This design comes from an exercise in tuning for small area on the open sky130 flow, not from production work.
In this exercise RTL edits were held to simulation tests only and were not proved equivalent to the original.
The flow treats the clock pin as an ideal source, which a real chip does not have.
Power and IR drop assume default switching activity.

$ cat flow/config.mk
export PLATFORM = sky130hd
export DESIGN_NAME = b64core
export DESIGN_NICKNAME = b64core
export VERILOG_FILES = /design/flow/design.v
export SDC_FILE = /design/flow/constraint.sdc
export NUM_CORES = 4
export LEC_CHECK = 0
export CAP_MARGIN = 20
export CORE_MARGIN = 2
export CORE_UTILIZATION = 40
export SLEW_MARGIN = 20
export BUFFER_PORTS_ARGS = -buffer_cell sky130_fd_sc_hd__buf_1
export CTS_ARGS = -sink_clustering_enable -repair_clock_nets -dont_use_dummy_load -buf_list sky130_fd_sc_hd__clkbuf_4 -root_buf sky130_fd_sc_hd__clkbuf_4
export POST_CTS_TCL = /design/flow/flow/post_cts.tcl
$ cat flow/constraint.sdc
create_clock -name core_clock -period 5.0 [get_ports {clk}]
set_input_delay 1.0000 -clock core_clock [delete_from_list [all_inputs] [get_ports {clk}]]
set_output_delay 1.0000 -clock core_clock [all_outputs]
set_load 0.01 [all_outputs]
$ cat flow/design.v
module b64_alpha (
    input  wire [5:0] idx,
    output wire [7:0] code
);
    wire lt26 = idx < 6'd26;
    wire lt52 = idx < 6'd52;
    wire lt62 = idx < 6'd62;
    wire [4:0] lo = idx[4:0] + (lt26 ? 5'd1 : lt52 ? 5'd7 : 5'd12);
    assign code = lt52 ? {1'b0, 1'b1, !lt26, lo} :
                  lt62 ? {4'b0011, lo[3:0]} :
                  {5'b00101, idx[0], 2'b11};
endmodule
module b64_rev (
    input  wire [20:0] c,
    output wire        is_val,
    output wire        is_pad,
    output wire [5:0]  val
);
    wire lo7 = ~|c[20:7];
    wire [6:0] x = c[6:0];
    wire let_ok = x[6] && x[4:0] != 5'd0 && x[4:0] <= 5'd26;
    wire dg     = x[6:4] == 3'b011 && x[3:0] <= 4'd9;
    wire sym    = x[6:4] == 3'b010 && x[3] && x[1:0] == 2'b11;
    assign is_pad = lo7 && x == 7'h3D;
    assign is_val = lo7 && (let_ok || dg || sym);
    wire [5:0] lv = {1'b0, x[4:0]} + (x[5] ? 6'd25 : 6'd63);
    wire [3:0] d4  = x[3:0] + 4'd4;
    assign val = x[6] ? lv : (x[4] ? {2'b11, d4} : {5'b11111, x[2]});
endmodule
module b64_enc (
    input  wire        clk,
    input  wire        rst,
    input  wire        in_valid,
    input  wire [9:0]  in_data,
    output wire        in_ready,
    output wire        out_valid,
    output wire [32:0] out_data,
    input  wire        out_ready,
    output wire        busy
);
    localparam [7:0] PAD_CODE = 8'h3D;
    reg [1:0] e_cnt;       
    reg       e_end;       
    reg       e_active;
    reg [6:0] e_c0n;       
    wire [6:0] e_c0 = ~e_c0n;
    reg [1:0] e_b0;        
    reg [7:0] e_b1, e_b2;
    wire is_last = in_data[9];
    wire is_byte = !in_data[8];
    wire full    = (e_cnt == 2'd3);
    assign out_valid = full || e_end;
    assign in_ready  = !out_valid;
    assign busy      = e_active;
    wire accept = in_valid && in_ready;
    wire pop    = out_valid && out_ready;
    wire data   = (e_cnt != 2'd0);    
    wire       first = (e_cnt == 2'd0);
    wire [7:0] ax, a1, a3;
    b64_alpha u_ax (.idx(first ? in_data[7:2] : {e_b1[3:0], full ? e_b2[7:6] : 2'h0}), .code(ax));
    b64_alpha u_a1 (.idx({e_b0, e_cnt[1] ? e_b1[7:4] : 4'h0}), .code(a1));
    b64_alpha u_a3 (.idx(e_b2[5:0]), .code(a3));
    wire [7:0] a0 = {1'b0, e_c0};
    wire [7:0] a2 = ax;
    wire [7:0] c2 = (e_cnt == 2'd1) ? PAD_CODE : a2;
    wire [7:0] c3 = full ? a3 : PAD_CODE;
    assign out_data = data ? {1'b0, a0, a1, c2, c3} : {1'b1, 32'h0};
    always @(posedge clk) begin
        if (first) begin
            e_c0n <= ~ax[6:0];
            e_b0 <= in_data[1:0];
        end
        if (e_cnt == 2'd1) e_b1 <= in_data[7:0];
        if (e_cnt == 2'd2) e_b2 <= in_data[7:0];
    end
    always @(posedge clk) begin
        if (rst) begin
            e_cnt    <= 2'd0;
            e_end    <= 1'b0;
            e_active <= 1'b0;
        end else if (accept) begin
            if (is_byte)
                e_cnt <= e_cnt + 2'd1;
            if (is_last) begin
                e_end    <= 1'b1;
                e_active <= 1'b0;
            end else if (is_byte) begin
                e_active <= 1'b1;
            end
        end else if (pop) begin
            if (data)
                e_cnt <= 2'd0;
            else
                e_end <= 1'b0;
        end
    end
endmodule
module b64_dec (
    input  wire        clk,
    input  wire        rst,
    input  wire        in_valid,
    input  wire [22:0] in_data,
    output wire        in_ready,
    output wire        out_valid,
    output wire [27:0] out_data,
    input  wire        out_ready,
    output wire        busy
);
    reg  [1:0] d_pos;
    reg  [5:0] d_v0n, d_v1n, d_v2n, d_v3n;   
    wire [5:0] d_v0 = ~d_v0n, d_v1 = ~d_v1n, d_v2 = ~d_v2n, d_v3 = ~d_v3n;
    reg        d_pad2;      
    reg        d_err;       
    reg        d_hold;      
    reg        d_full;      
    reg        d_end;       
    reg        d_active;
    wire is_last = in_data[22];
    wire is_char = !in_data[21];
    assign out_valid = d_full || d_end;
    assign in_ready  = !out_valid;
    assign busy      = d_active;
    wire accept = in_valid && in_ready;
    wire pop    = out_valid && out_ready;
    wire       k_val, k_pad;
    wire [5:0] k_v;
    b64_rev u_rev (.c(in_data[20:0]), .is_val(k_val), .is_pad(k_pad), .val(k_v));
    wire       len_err = (d_pos != 2'd0);
    wire       dat     = d_full || d_hold;
    wire       two     = d_full || !d_pad2;
    wire [1:0] n       = {d_full || (d_hold && !d_pad2), d_full || (d_hold && d_pad2)};
    wire [1:0] status  = dat ? 2'b00 : {len_err || d_err, !len_err};
    wire [7:0] ob0 = dat         ? {d_v0, d_v1[5:4]}        : 8'h00;
    wire [7:0] ob1 = (dat & two) ? {d_v1[3:0], d_v2[5:2]}   : 8'h00;
    wire [7:0] ob2 = d_full      ? {d_v2[1:0], d_v3}        : 8'h00;
    assign out_data = {status, n, ob0, ob1, ob2};
    always @(posedge clk) begin
        if (d_pos == 2'd0 && !d_hold && !d_full) d_v0n <= ~k_v;
        if (d_pos == 2'd1) d_v1n <= ~k_v;
        if (d_pos == 2'd2) d_v2n <= ~k_v;
        if (d_pos == 2'd3) d_v3n <= ~k_v;
    end
    always @(posedge clk) begin
        if (rst || (pop && !dat)) begin
            d_pos    <= 2'd0;
            d_pad2   <= 1'b0;
            d_err    <= 1'b0;
            d_hold   <= 1'b0;
            d_full   <= 1'b0;
            d_end    <= 1'b0;
            d_active <= 1'b0;
        end else if (pop) begin
            d_full <= 1'b0;
            if (!d_full)
                d_hold <= 1'b0;
        end else if (accept) begin
            if (is_char) begin
                d_pos <= d_pos + 2'd1;
                if (!d_err) begin
                    if (d_hold) begin
                        d_err  <= 1'b1;
                        d_hold <= 1'b0;
                    end else begin
                        case (d_pos)
                            2'd0, 2'd1: if (!k_val) d_err <= 1'b1;
                            2'd2: if (k_pad) d_pad2 <= 1'b1;
                                  else if (!k_val) d_err <= 1'b1;
                            default:
                                if (k_val && !d_pad2) d_full <= 1'b1;
                                else if (k_pad) d_hold <= 1'b1;
                                else d_err <= 1'b1;
                        endcase
                    end
                end
            end
            if (is_last) begin
                d_end    <= 1'b1;
                d_active <= 1'b0;
            end else if (is_char) begin
                d_active <= 1'b1;
            end
        end
    end
endmodule
module b64core (
    input  wire        clk,
    input  wire        rst,
    input  wire        enc_in_valid,
    input  wire [9:0]  enc_in_data,
    output wire        enc_in_ready,
    output wire        enc_out_valid,
    output wire [32:0] enc_out_data,
    input  wire        enc_out_ready,
    output wire        enc_busy,
    input  wire        dec_in_valid,
    input  wire [22:0] dec_in_data,
    output wire        dec_in_ready,
    output wire        dec_out_valid,
    output wire [27:0] dec_out_data,
    input  wire        dec_out_ready,
    output wire        dec_busy
);
    b64_enc u_enc (
        .clk(clk), .rst(rst),
        .in_valid(enc_in_valid), .in_data(enc_in_data), .in_ready(enc_in_ready),
        .out_valid(enc_out_valid), .out_data(enc_out_data), .out_ready(enc_out_ready),
        .busy(enc_busy)
    );
    b64_dec u_dec (
        .clk(clk), .rst(rst),
        .in_valid(dec_in_valid), .in_data(dec_in_data), .in_ready(dec_in_ready),
        .out_valid(dec_out_valid), .out_data(dec_out_data), .out_ready(dec_out_ready),
        .busy(dec_busy)
    );
endmodule
$ cat flow/flow/run.sh
#!/bin/bash
# Own layout flow: the standard layout (standard.sh) with
#  - the standard synthesis script, but ABC run with an area-oriented script
#    (flow/area.script) and adders left to ABC instead of the adder cells;
#  - port buffers of the smallest buffer cell;
#  - a clock tree of small clock buffers without dummy loads, each clock
#    buffer then sized to the smallest that keeps its loads' slew low
#    (flow/post_cts.tcl).
# Each tool's output goes to a log file in the work folder.
set -euo pipefail
W=$(pwd)
cat > "$W/own_synth.tcl" <<EOF
proc abc {args} {
  set i [lsearch -exact \$args -script]
  if {\$i >= 0} { lset args [expr {\$i+1}] $W/flow/area.script }
  yosys abc {*}\$args
}
source $W/synth_recipe.tcl
EOF
cat >> config.mk <<'EOF'
export BUFFER_PORTS_ARGS = -buffer_cell sky130_fd_sc_hd__buf_1
export CTS_ARGS = -sink_clustering_enable -repair_clock_nets -dont_use_dummy_load -buf_list sky130_fd_sc_hd__clkbuf_4 -root_buf sky130_fd_sc_hd__clkbuf_4
EOF
echo "export POST_CTS_TCL = $W/flow/post_cts.tcl" >> config.mk
bash standard.sh SYNTH_SCRIPT="$W/own_synth.tcl" ADDER_MAP_FILE= finish > standard.log 2>&1
$ cat flow/flow/area.script
strash
&get -n
&deepsyn -T 30
&put
strash
dch -f
map -a
mfs2
strash
dch -f
amap
$ cat flow/flow/post_cts.tcl
# After CTS: size each clock buffer to the smallest clock buffer whose loads
# see an estimated slew below a target, leaves first, then legalize.
set ::clk_sizes {sky130_fd_sc_hd__clkbuf_1 sky130_fd_sc_hd__clkbuf_2 sky130_fd_sc_hd__clkbuf_4 sky130_fd_sc_hd__clkbuf_8 sky130_fd_sc_hd__clkbuf_16}
set ::clk_slew_target 0.100

proc clk_load_slew { inst } {
  set out [get_pins -of_objects $inst -filter "direction == output"]
  set worst 0
  foreach p [get_pins -of_objects [get_nets -of_objects $out] -filter "direction == input"] {
    set s [get_property $p slew_max]
    if { $s > $worst } { set worst $s }
  }
  return $worst
}

proc clk_is_leaf { inst } {
  set out [get_pins -of_objects $inst -filter "direction == output"]
  foreach p [get_pins -of_objects [get_nets -of_objects $out] -filter "direction == input"] {
    if { [string match *clkbuf* [get_property [get_cells -of_objects $p] ref_name]] } { return 0 }
  }
  return 1
}

proc clk_size { inst } {
  set clk_sizes $::clk_sizes; set clk_slew_target $::clk_slew_target
  set name [get_property $inst name]
  foreach size $clk_sizes {
    replace_cell $name $size
    estimate_parasitics -placement
    if { [clk_load_slew $inst] < $clk_slew_target } { break }
  }
  puts "clock buffer $name: $size, load slew [clk_load_slew $inst]"
}

set clk_bufs {}
foreach inst [get_cells *] {
  if { [string match sky130_fd_sc_hd__clkbuf_* [get_property $inst ref_name]] } {
    lappend clk_bufs $inst
  }
}
estimate_parasitics -placement
foreach inst $clk_bufs { if { [clk_is_leaf $inst] } { clk_size $inst } }
foreach inst $clk_bufs { if { ![clk_is_leaf $inst] } { clk_size $inst } }
# the root's size changes the leaves' input slew: upsize any leaf left over
foreach inst $clk_bufs {
  set i [lsearch $::clk_sizes [get_property $inst ref_name]]
  while { [clk_load_slew $inst] >= $::clk_slew_target && $i < [llength $::clk_sizes] - 1 } {
    incr i
    replace_cell [get_property $inst name] [lindex $::clk_sizes $i]
    estimate_parasitics -placement
  }
}
detailed_placement
check_placement -verbose
estimate_parasitics -placement
foreach inst $clk_bufs { puts "clock buffer [get_property $inst name]: [get_property $inst ref_name], load slew [clk_load_slew $inst]" }
$ cat flow/standard.sh
#!/bin/bash
# synth_recipe.tcl (not shown) runs the flow's synth.tcl, then flattens the netlist and writes it again
# the make line also repeats each setting of config.mk as NAME=value (left out here)
make -C /OpenROAD-flow-scripts/flow DESIGN_CONFIG=/design/flow/config.mk WORK_HOME=/design/flow/orfs CLKGATE_MAP_FILE= SYNTH_SCRIPT=/design/flow/synth_recipe.tcl "${@:-finish}"
==> flow_summary.json <==
{
  "yosysWarnings": 2,
  "power_mw": 1.02,
  "cp_max_fo": 10,
  "rsz0062_at_grt": "no",
  "dieArea_um2": 8310,
  "ios": 106,
  "area_growth_pct": 20.0,
  "vias_per_cell": 4.98,
  "p_leak_nw": 1.25,
  "dr_total_vias": 2785,
  "synth_cell_types": 26,
  "wl_um": 7030,
  "hpwl_um": 5490,
  "timing.final.crit_period_ns": 4.55,
  "worst_slack_ns": 0.453,
  "diodes": 0,
  "io_buffers": 101,
  "numClockSinks": 61,
  "core.rowCount": 31,
  "fin_hold_ws_ns": 0.480,
  "synth_most_common_cell": "nor2_1",
  "syn_inst": 346,
  "max_cap_violations": 0,
  "outcome": "finished clean",
  "nNetsFinal": 501,
  "syn_area_per_cell_um2": 8.79,
  "cts_tree": "built",
  "die_w_um": 91.2,
  "drc": 0,
  "first_iter_violations": 118,
  "ys_ff_latch": 61,
  "initial_utilization_pct": 41.7,
  "grt_use_total_pct": 17.0,
  "finalClockSkew_ns": 0.0192,
  "relSlewSlack_pct": 46.0,
  "regArea_um2": 1710,
  "dp_cells": 550,
  "fillers": 754,
  "fin_area_um2": 3650,
  "final_util_pct": 50.0,
  "yosys.area.top_type": "edfxtp_1",
  "hold_viol_final": 0,
  "crit_required_ns": 4.00,
  "finalNonFillerCells": 559,
  "synth_area_um2": 3040,
  "p_per_area_nw_per_um2": 279,
  "ant_nets": 0,
  "synth_edf_count": 49,
  "ys_seq_area_share_pct": 56.3,
  "worstSetupPathType": "reg2out",
  "async_reset_ff_share_pct": 0,
  "gr-total-overflow": 0,
  "fp.coreArea_um2": 7290,
  "wl_per_cell_um": 12.6,
  "hold_path.class": "reg2reg",
  "slew_violations": 0,
  "cp-end-kind": "output port",
  "clkSlewWorstSetupHoldPaths_ns": 0.06,
  "grt_pass1_vias": 2471,
  "multi_input_area_um2": 1170,
  "startpoint_type": "register",
  "period_share_pct": 90.9,
  "finalSetupViolCount": 0,
  "drive_gt1_share_pct": 3.70,
  "place_area_um2": 3570,
  "netlist_top_cells_area": "edfxtp_1 (48%), nor2_1 (12%), dfxtp_1 (7.9%)",
  "dominantRegCellSynth": "edfxtp_1",
  "vdd_drop_max_uv": 129,
  "fmax_mhz": 220,
  "antenna_found_initial": 0,
  "worstMarginPinSlew_ns": 0.807,
  "firstDrtPassIters": 4,
  "grt_pass1_wl_um": 11200,
  "synth_top_area_share_pct": 48.4,
  "synth.top_cells.by_count": "nor2_1 (98), edfxtp_1 (49), clkinv_1 (34), nand2_1 (29), a21oi_1 (27)",
  "dpl_worst_slack_ns": 0.602,
  "place_congestion": 0.792,
  "finalSetupTns_ns": 0,
  "clk_latency_ns": 0.32,
  "grt_max_degree": 26,
  "chipHeight_um": 91.2,
  "arrival_ns": 3.55
}
[cell usage in the layout (no fill, tap or decap), drive strengths merged]
cell type    n
nand4        1
nand3        4
clkbuf       9
nand2       29
o21ai       19
nor2b        3
o211ai       1
buf        108
nor2        98
a211oi       7
nor4         6
a21oi       27
clkinv      34
a22oi        2
or2          5
a31oi        7
o221ai       1
and3         3
a21o         1
nor3        14
conb         4
o21a         8
edfxtp      49
o22ai        7
dfxtp       12
or4          1
[flip-flops by register name, summed over array words and instances (netlist names), 2 cells and up]
register / count
u_dec.d_pos: 2
u_dec.d_v0n: 6
u_dec.d_v1n: 6
u_dec.d_v2n: 6
u_dec.d_v3n: 6
u_enc.e_b0: 2
u_enc.e_b1: 8
u_enc.e_b2: 8
u_enc.e_c0n: 7
u_enc.e_cnt: 2
[per-layer routing]
layer,global-route usage (%),vias to the layer above,share of wire [%]
met4,7.83,0,1.5
li1,-,1439,-
met1,22.2,1247,46
met2,27.0,88,48
met5,0,-,0
met3,3.82,11,5.4
[final cells by class]
class / count / share of cell area [%]
clock buffer: 9 / 2.19
timing repair buffer: 108 / 11.8
tap: 99 / 3.40
inverter: 34 / 3.50
multi-input combinational: 248 / 32.2
sequential: 61 / 46.9
[power by group]
part	switching [mW]	total (mW)	leakage [nW]	internal [mW]
clock	0.146	0.248	0.0466	0.101
combinational	0.109	0.164	0.636	0.0548
sequential	0.0134	0.605	0.569	0.592
[critical path, cell delays in order (launching register included)]
cell      delay, ns
dfxtp_1        0.30
buf_4          0.17
nor2_2         0.27
clkinv_1       0.23
o22ai_1        0.37
clkinv_1       0.16
nor2_1         0.11
o21ai_0        0.11
clkinv_1       0.12
nor2_1         0.06
nand2_1        0.08
o21ai_0        0.12
o21ai_0        0.22
nand2_1        0.09
o21a_1         0.12
nor2_1         0.15
a21oi_1        0.07
nand2_1        0.08
o21ai_0        0.11
a21oi_1        0.16
buf_1          0.16
[worst paths after layout]
path | startpoint | to | slack [ns] | cells past startpoint
hold / removal | u_dec.d_pad2 | u_dec.d_pad2 | 0.48 | 2
setup / recovery | u_enc.e_cnt[1] | enc_out_data[11] | 0.45 | 20
hold reg to reg | u_dec.d_pad2 | u_dec.d_pad2 | 0.48 | 2
setup reg to reg | u_enc.e_cnt[1] | u_enc.e_c0n[3] | 1.81 | 18
[logic make-up after synthesis]
logic type | share of synthesized area (%)
buf+inv | 5.56
flops | 56.3
simple gates | 22.6
compound gates | 15.4
other cells | 0.123

## port drivers added, routing unchanged
Ports are ideal in the flow. The routed layout listed here was re-timed in OpenROAD. Step 1 sets driving cells, clkbuf_16 on the clock port and buf_2 on the other inputs (assumed; they add their load-dependent delay and slew). Step 2 also shifts input and output timing later by t, the mid clock arrival at the registers, as if the neighbouring blocks saw the same clock. Slacks: ideal ports / drivers / drivers and shift; pairs: ideal ports / drivers.
shift t [ns]: 0.345
setup slack, ns: 0.453 / 0.424 / 0.549
latest minus earliest clock arrival (ns): 0.024 / 0.024
After both steps this run still meets setup and hold. For this run, drivers alone change the setup slack by -0.029 ns; drivers and shift together by +0.096 ns.
